Source: an optimization exercise on an open RTL-to-GDS flow (aim: small area, a short achievable clock period and few clock cycles). Production flows keep margins and buffers that such runs may drop.

== the reference run ==
## swath_engine
module swath_engine (
    input  wire        clk,
    input  wire        rst,
    input  wire        in_valid,
    output wire        in_ready,
    input  wire [5:0]  in_swath,
    input  wire        in_mirror,
    input  wire [63:0] in_sh_l,
    input  wire [63:0] in_sh_r,
    input  wire [63:0] in_lv_l,
    input  wire [63:0] in_lv_r,
    output wire        ev_valid,
    input  wire        ev_ready,
    output wire [15:0] ev_data,
    output wire        res_valid,
    output wire [6:0]  res_k
);
Settings: LEC_CHECK=0, CAP_MARGIN=20, CORE_MARGIN=2, CORE_UTILIZATION=65, PLACE_DENSITY=0.75, SLEW_MARGIN=20; clock period 10.0 ns.
standard.sh (not shown) runs the stock make flow with config.mk's settings and CLKGATE_MAP_FILE= SYNTH_SCRIPT=/design/flow/synth_recipe.tcl, a recipe that flattens the netlist after the stock synthesis.
==> flow/flow/run.sh <==
#!/bin/bash
# Layout flow: the standard ORFS flow (standard synthesis, unchanged),
# with small port buffers and the timing repair aimed at extra setup slack.
set -euo pipefail
export BUFFER_PORTS_ARGS="-buffer_cell sky130_fd_sc_hd__buf_1"
export SETUP_SLACK_MARGIN=6.5
bash standard.sh > orfs_make.log 2>&1
Input changes introduced in the trial run (baseline for comparison: the reference run):
--- a/flow/design.v
+++ b/flow/design.v
@@ -34,13 +34,12 @@
     reg [63:0] any, wl, wr;      
     reg [5:0]  sw;
     reg        rdy;              
     reg        full;             
     reg        fresh;            
     reg        men;              
-    reg [7:0]  bq;               
     reg        bq_ok;            
     reg        sel;              
     reg        xv;               
     reg [5:0]  ridx;             
     reg        rbl, rbr;         
     reg        xd;               
@@ -108,25 +107,24 @@
     wire       full_n = take | (full & ~sb);
     wire [1:0] nq_n   = nb_new ? (endr ? nq : {nq[0], 1'b1})
                                : (endr ? {1'b0, nq[1]} : nq);
     wire       hold_n = (retire & nq[0] | hold) & ~endr;
     wire [5:0] cq_n   = retire ? (drain ? cq : {cq[4:0], 1'b1})
                                : (drain ? {1'b0, cq[5:1]} : cq);
-    wire       slot_n = take ? (bq_ok & (&bq)) : ~full_n;
+    wire       slot_n = take ? (bq_ok & sb) : ~full_n;
     wire       rdy_n  = slot_n & ~cq_n[4] & ~(nq_n[0] & ~hold_n & cq_n[0]);
     always @(posedge clk) begin
         if (men) begin
             any <= any_n;
             wl  <= wl_m;
             wr  <= wr_m;
             sw  <= in_swath;
         end else if (ext) begin
             any <= any & pre;
         end
         for (i = 0; i < 8; i = i + 1) begin
-            bq[i] <= ~|any_n[8*i +: 8];
             if (men)
                 gf[i] <= |any_n[8*i +: 8];
             else if (ext && gl[i])
                 gf[i] <= |(any[8*i +: 8] & ip[8*i +: 8]);    
         end
         if (ext) begin
@@ -172,13 +170,13 @@
             endr  <= 1'b0;
             resv  <= 1'b0;
             nq    <= 2'd0;
             cq    <= 6'd0;
             hold  <= 1'b0;
         end else begin
-            bq_ok <= in_valid & ~take;
+            bq_ok <= in_valid & men & ~take;
             men   <= slot_n;
             xd    <= ext;
             if (xd) rlast <= sb;
             if (take)                            sel <= 1'b0;
             else if (adv && gs == G_SELCOL)      sel <= 1'b1;
             if (ext)           xv <= 1'b1;
[summary]
Looking at the reports, the trial run completed the entire flow and the layout it produced met the timing, design-rule and antenna checks. Per the comparison of the trial run with the reference run, wire length on met3 higher, final area lower, sequential-to-total area share from yosys stat lower, overall via count from detail_route lower. Side by side, flip-flop and latch count turned out lower in the trial run than in the reference run. Count of non-CTS inverters in the layout for the trial run is higher than for the reference run. The trial run against the reference run: width of the die now smaller; maximum fanout along the worst path picked up an extra 14%.
No functional check of the RTL was part of any run of this note.

The RTL this note starts from:
==> flow/design.v <==
module swath_engine (
    input  wire        clk,
    input  wire        rst,
    input  wire        in_valid,
    output wire        in_ready,
    input  wire [5:0]  in_swath,
    input  wire        in_mirror,
    input  wire [63:0] in_sh_l,
    input  wire [63:0] in_sh_r,
    input  wire [63:0] in_lv_l,
    input  wire [63:0] in_lv_r,
    output wire        ev_valid,
    input  wire        ev_ready,
    output wire [15:0] ev_data,
    output wire        res_valid,
    output wire [6:0]  res_k
);
    localparam [2:0] G_IDLE   = 3'd0,    
                     G_SELCOL = 3'd1,
                     G_RCMD   = 3'd2,
                     G_RSEL   = 3'd3,
                     G_DATA   = 3'd4,
                     G_WR     = 3'd5,
                     G_END    = 3'd6;
    localparam [3:0] K_CMD = 4'd1, K_DATA = 4'd2, K_SELCOL = 4'd3,
                     K_SELROW = 4'd4, K_WRITE = 4'd5, K_END = 4'd6;
    wire [63:0] d_l  = in_sh_l ^ in_lv_l;
    wire [63:0] d_r  = in_sh_r ^ in_lv_r;
    wire [63:0] t_l  = {64{in_mirror}} & d_r;
    wire [63:0] t_r  = {64{in_mirror}} & d_l;
    wire [63:0] wl_m = (in_sh_l | t_l) & (~in_lv_l | t_l);
    wire [63:0] wr_m = (in_sh_r | t_r) & (~in_lv_r | t_r);
    wire [63:0] any_n   = d_l | d_r;
    reg [63:0] any, wl, wr;      
    reg [5:0]  sw;
    reg        rdy;              
    reg        full;             
    reg        fresh;            
    reg        kb;               
    reg        sbr;              
    reg        men;              
    reg [7:0]  bq;               
    reg        bq_ok;            
    reg        sel;              
    reg        xv;               
    reg [5:0]  ridx;             
    reg        rbl, rbr;         
    reg        xd;               
    reg        rlast;            
    reg [2:0]  gs;               
    reg        first;            
    reg        last;             
    reg        bl, br;           
    reg [6:0]  k;                
    reg        evv, evend;
    reg [15:0] evd;
    reg        endr;             
    reg        resv;
    reg [6:0]  resk;
    reg [1:0]  nq;               
    reg [5:0]  cq;               
    reg        hold;             
    integer    i;
    reg  [7:0]  gf;              
    reg  [7:0]  gp;              
    reg  [63:0] ip;              
    integer a, b;
    always @(*) begin
        gp[0] = 1'b0;
        for (a = 1; a < 8; a = a + 1) gp[a] = gp[a-1] | gf[a-1];
        for (a = 0; a < 8; a = a + 1) begin
            ip[8*a] = 1'b0;
            for (b = 1; b < 8; b = b + 1) ip[8*a+b] = ip[8*a+b-1] | any[8*a+b-1];
        end
    end
    wire [7:0]  gl  = gf & ~gp;              
    wire [63:0] pre = {{8{gp[7]}}, {8{gp[6]}}, {8{gp[5]}}, {8{gp[4]}},
                       {8{gp[3]}}, {8{gp[2]}}, {8{gp[1]}}, {8{gp[0]}}} | ip;
    wire [63:0] li  = any & ~ip;             
    reg  [5:0]  lo_idx;
    reg         lo_l, lo_r;
    integer c, d;
    always @(*) begin
        lo_idx = 6'd0;
        lo_l   = 1'b0;
        lo_r   = 1'b0;
        for (c = 0; c < 8; c = c + 1) begin
            lo_idx[5:3] = lo_idx[5:3] | ({3{gl[c]}} & c[2:0]);
            for (d = 0; d < 8; d = d + 1) begin
                lo_idx[2:0] = lo_idx[2:0] | ({3{gl[c] & li[8*c+d]}} & d[2:0]);
                lo_l = lo_l | (gl[c] & li[8*c+d] & wl[8*c+d]);
                lo_r = lo_r | (gl[c] & li[8*c+d] & wr[8*c+d]);
            end
        end
    end
    wire sb       = ~|any;                       
    wire sbk      = kb | (~fresh & sbr);
    wire nbk      = ~fresh & ~sbr;               
    wire ext      = full & sel & ~xv & (|gf);    
    wire adv      = ~evv | ev_ready;
    wire gen_rsel = adv & (gs == G_RSEL);
    wire start    = adv & (gs == G_IDLE) & full & ~sel & nbk;
    wire take     = in_valid & rdy;
    wire retire   = full & ~sel & sbk;           
    wire nb_new   = start;                       
    wire drain    = ~endr & cq[0] & ~hold;
    assign in_ready  = rdy;
    assign ev_valid  = evv;
    assign ev_data   = evd;
    assign res_valid = resv;
    assign res_k     = resk;
    wire       full_n = take | (full & ~sbk);
    wire [1:0] nq_n   = nb_new ? (endr ? nq : {nq[0], 1'b1})
                               : (endr ? {1'b0, nq[1]} : nq);
    wire       hold_n = (retire & nq[0] | hold) & ~endr;
    wire [5:0] cq_n   = retire ? (drain ? cq : {cq[4:0], 1'b1})
                               : (drain ? {1'b0, cq[5:1]} : cq);
    wire       slot_n = take ? (bq_ok & (&bq)) : ~full_n;
    wire       rdy_n  = slot_n & ~cq_n[4] & ~(nq_n[0] & ~hold_n & cq_n[0]);
    always @(posedge clk) begin
        if (men) begin
            any <= any_n;
            wl  <= wl_m;
            wr  <= wr_m;
            sw  <= in_swath;
        end else if (ext) begin
            any <= any & pre;
        end
        sbr <= sb;
        for (i = 0; i < 8; i = i + 1) begin
            bq[i] <= ~|any_n[8*i +: 8];
            gf[i] <= |any[8*i +: 8];
        end
        if (ext) begin
            ridx  <= lo_idx;
            rbl   <= lo_l;
            rbr   <= lo_r;
        end
    end
    always @(posedge clk) begin
        if (gen_rsel) begin
            bl   <= rbl;
            br   <= rbr;
            last <= xd ? sb : rlast;
            k    <= first ? 7'd1 : k + 7'd1;
        end
        if (adv) begin
            case (gs)
                G_IDLE:   evd <= {K_CMD, 12'd0};
                G_SELCOL: evd <= {K_SELCOL, sw, sw};
                G_RCMD:   evd <= {K_CMD, 12'd0};
                G_RSEL:   evd <= {K_SELROW, ridx, ridx};
                G_DATA:   evd <= {K_DATA, 12'd0};
                G_WR:     evd <= {K_WRITE, 4'd0, {4{br}}, {4{bl}}};
                default:  evd <= {K_END, 12'd0};
            endcase
            evend <= (gs == G_END);
        end
        resk <= endr ? k : 7'd0;
    end
    always @(posedge clk) begin
        if (rst) begin
            rdy   <= 1'b1;
            full  <= 1'b0;
            fresh <= 1'b0;
            kb    <= 1'b0;
            bq_ok <= 1'b0;
            men   <= 1'b1;
            xd    <= 1'b0;
            sel   <= 1'b0;
            xv    <= 1'b0;
            gs    <= G_IDLE;
            first <= 1'b0;
            evv   <= 1'b0;
            endr  <= 1'b0;
            resv  <= 1'b0;
            nq    <= 2'd0;
            cq    <= 6'd0;
            hold  <= 1'b0;
        end else begin
            bq_ok <= in_valid & ~take;
            men   <= slot_n;
            xd    <= ext;
            if (xd) rlast <= sb;
            if (take)                            sel <= 1'b0;
            else if (adv && gs == G_SELCOL)      sel <= 1'b1;
            if (ext)           xv <= 1'b1;
            else if (gen_rsel) xv <= 1'b0;
            if (adv) begin
                case (gs)
                    G_IDLE: begin
                        evv <= full & ~sel & nbk;
                        if (full & ~sel & nbk) gs <= G_SELCOL;
                    end
                    G_SELCOL: begin evv <= 1'b1; gs <= G_RCMD; end
                    G_RCMD:   begin evv <= 1'b1; gs <= G_RSEL; end
                    G_RSEL:   begin evv <= 1'b1; gs <= G_DATA; end
                    G_DATA:   begin evv <= 1'b1; gs <= G_WR;   end
                    G_WR:     begin evv <= 1'b1; gs <= last ? G_END : G_RCMD; end
                    default:  begin evv <= 1'b1; gs <= G_IDLE; end
                endcase
            end
            if (start)         first <= 1'b1;
            else if (gen_rsel) first <= 1'b0;
            endr  <= evv & ev_ready & evend;
            rdy   <= rdy_n;
            full  <= full_n;
            fresh <= take;
            kb    <= take & bq_ok & (&bq);
            resv  <= endr | drain;
            nq    <= nq_n;
            cq    <= cq_n;
            hold  <= hold_n;
        end
    end
endmodule
clock: 10.0 ns
lec_check: 0
cap_margin: 20
core_margin: 2
core_utilization: 40
slew_margin: 20
Scripts as last shown in full above: flow/flow/run.sh
Next try:
--- a/flow/design.v
+++ b/flow/design.v
@@ -35,9 +35,8 @@
     reg [5:0]  sw;
     reg        rdy;              
     reg        full;             
     reg        fresh;            
-    reg        kb;               
     reg        sbr;              
     reg        men;              
     reg [7:0]  bq;               
     reg        bq_ok;            
@@ -76,8 +75,14 @@
     wire [7:0]  gl  = gf & ~gp;              
     wire [63:0] pre = {{8{gp[7]}}, {8{gp[6]}}, {8{gp[5]}}, {8{gp[4]}},
                        {8{gp[3]}}, {8{gp[2]}}, {8{gp[1]}}, {8{gp[0]}}} | ip;
     wire [63:0] li  = any & ~ip;             
+    wire [63:0] i2  = any & ip;              
+    reg  [7:0]  m2;                          
+    integer e;
+    always @(*)
+        for (e = 0; e < 8; e = e + 1) m2[e] = |i2[8*e +: 8];
+    wire        xl  = ~|(gf & ~gl) & ~|(gl & m2);    
     reg  [5:0]  lo_idx;
     reg         lo_l, lo_r;
     integer c, d;
     always @(*) begin
@@ -93,10 +98,10 @@
             end
         end
     end
     wire sb       = ~|any;                       
-    wire sbk      = kb | (~fresh & sbr);
-    wire nbk      = ~fresh & ~sbr;               
+    wire sbk      = fresh ? (&bq) : xd ? rlast : sbr;
+    wire nbk      = ~sbk;
     wire ext      = full & sel & ~xv & (|gf);    
     wire adv      = ~evv | ev_ready;
     wire gen_rsel = adv & (gs == G_RSEL);
     wire start    = adv & (gs == G_IDLE) & full & ~sel & nbk;
@@ -131,8 +136,9 @@
             bq[i] <= ~|any_n[8*i +: 8];
             gf[i] <= |any[8*i +: 8];
         end
         if (ext) begin
+            rlast <= xl;
             ridx  <= lo_idx;
             rbl   <= lo_l;
             rbr   <= lo_r;
         end
@@ -140,9 +146,9 @@
     always @(posedge clk) begin
         if (gen_rsel) begin
             bl   <= rbl;
             br   <= rbr;
-            last <= xd ? sb : rlast;
+            last <= rlast;
             k    <= first ? 7'd1 : k + 7'd1;
         end
         if (adv) begin
             case (gs)
@@ -162,9 +168,8 @@
         if (rst) begin
             rdy   <= 1'b1;
             full  <= 1'b0;
             fresh <= 1'b0;
-            kb    <= 1'b0;
             bq_ok <= 1'b0;
             men   <= 1'b1;
             xd    <= 1'b0;
             sel   <= 1'b0;
@@ -180,9 +185,8 @@
         end else begin
             bq_ok <= in_valid & ~take;
             men   <= slot_n;
             xd    <= ext;
-            if (xd) rlast <= sb;
             if (take)                            sel <= 1'b0;
             else if (adv && gs == G_SELCOL)      sel <= 1'b1;
             if (ext)           xv <= 1'b1;
             else if (gen_rsel) xv <= 1'b0;
@@ -205,9 +209,8 @@
             endr  <= evv & ev_ready & evend;
             rdy   <= rdy_n;
             full  <= full_n;
             fresh <= take;
-            kb    <= take & bq_ok & (&bq);
             resv  <= endr | drain;
             nq    <= nq_n;
             cq    <= cq_n;
             hold  <= hold_n;
=> Hold slack is worse by 9.1 ps. Design area went up by 2.3%. Worst setup slack is worse by 67 ps. Register-to-register slack is worse by 140 ps. Via count went up by 5.8%. Non-clock buffer count stays the same. First-iteration DRC count went up by 17%. Clock-buffer cell count went down by 10. Critical path depth went up by 1. Wire length went up by 6.3%.
No functional check of the RTL was part of any run of this note.

-- separate check: timing with driven ports --
In the flow no input, the clock included, has a driving cell. The finished layouts below were timed again as built, in two steps. Step 1 sets driving cells, clkbuf_16 on the clock port and buf_2 on the other inputs (assumed; they add their load-dependent delay and slew). Step 2 also shifts input and output timing later by t, the mid clock arrival at the registers, as if the neighbouring blocks saw the same clock. Three values: no drivers, after step 1, after step 2; two values: the first two.
run	shift t [ns]	slack for setup (ns)	worst setup path at the end	worst slew at a driven data input, ns
the reference run	0.605	6.762 / 6.762 / 6.247	input to register	0.09
the trial run	0.595	6.771 / 6.771 / 6.332	input to register	0.05
the first run of note 2	0.564	6.838 / 6.869 / 6.305	input to register	0.10
the second run of note 2	0.630	6.771 / 6.771 / 6.214	input to register	0.07
After both steps setup and hold are still met in every run listed. For the second run of note 2, which loses most, drivers alone change the setup slack by 0.000 ns; drivers and shift together by -0.557 ns.
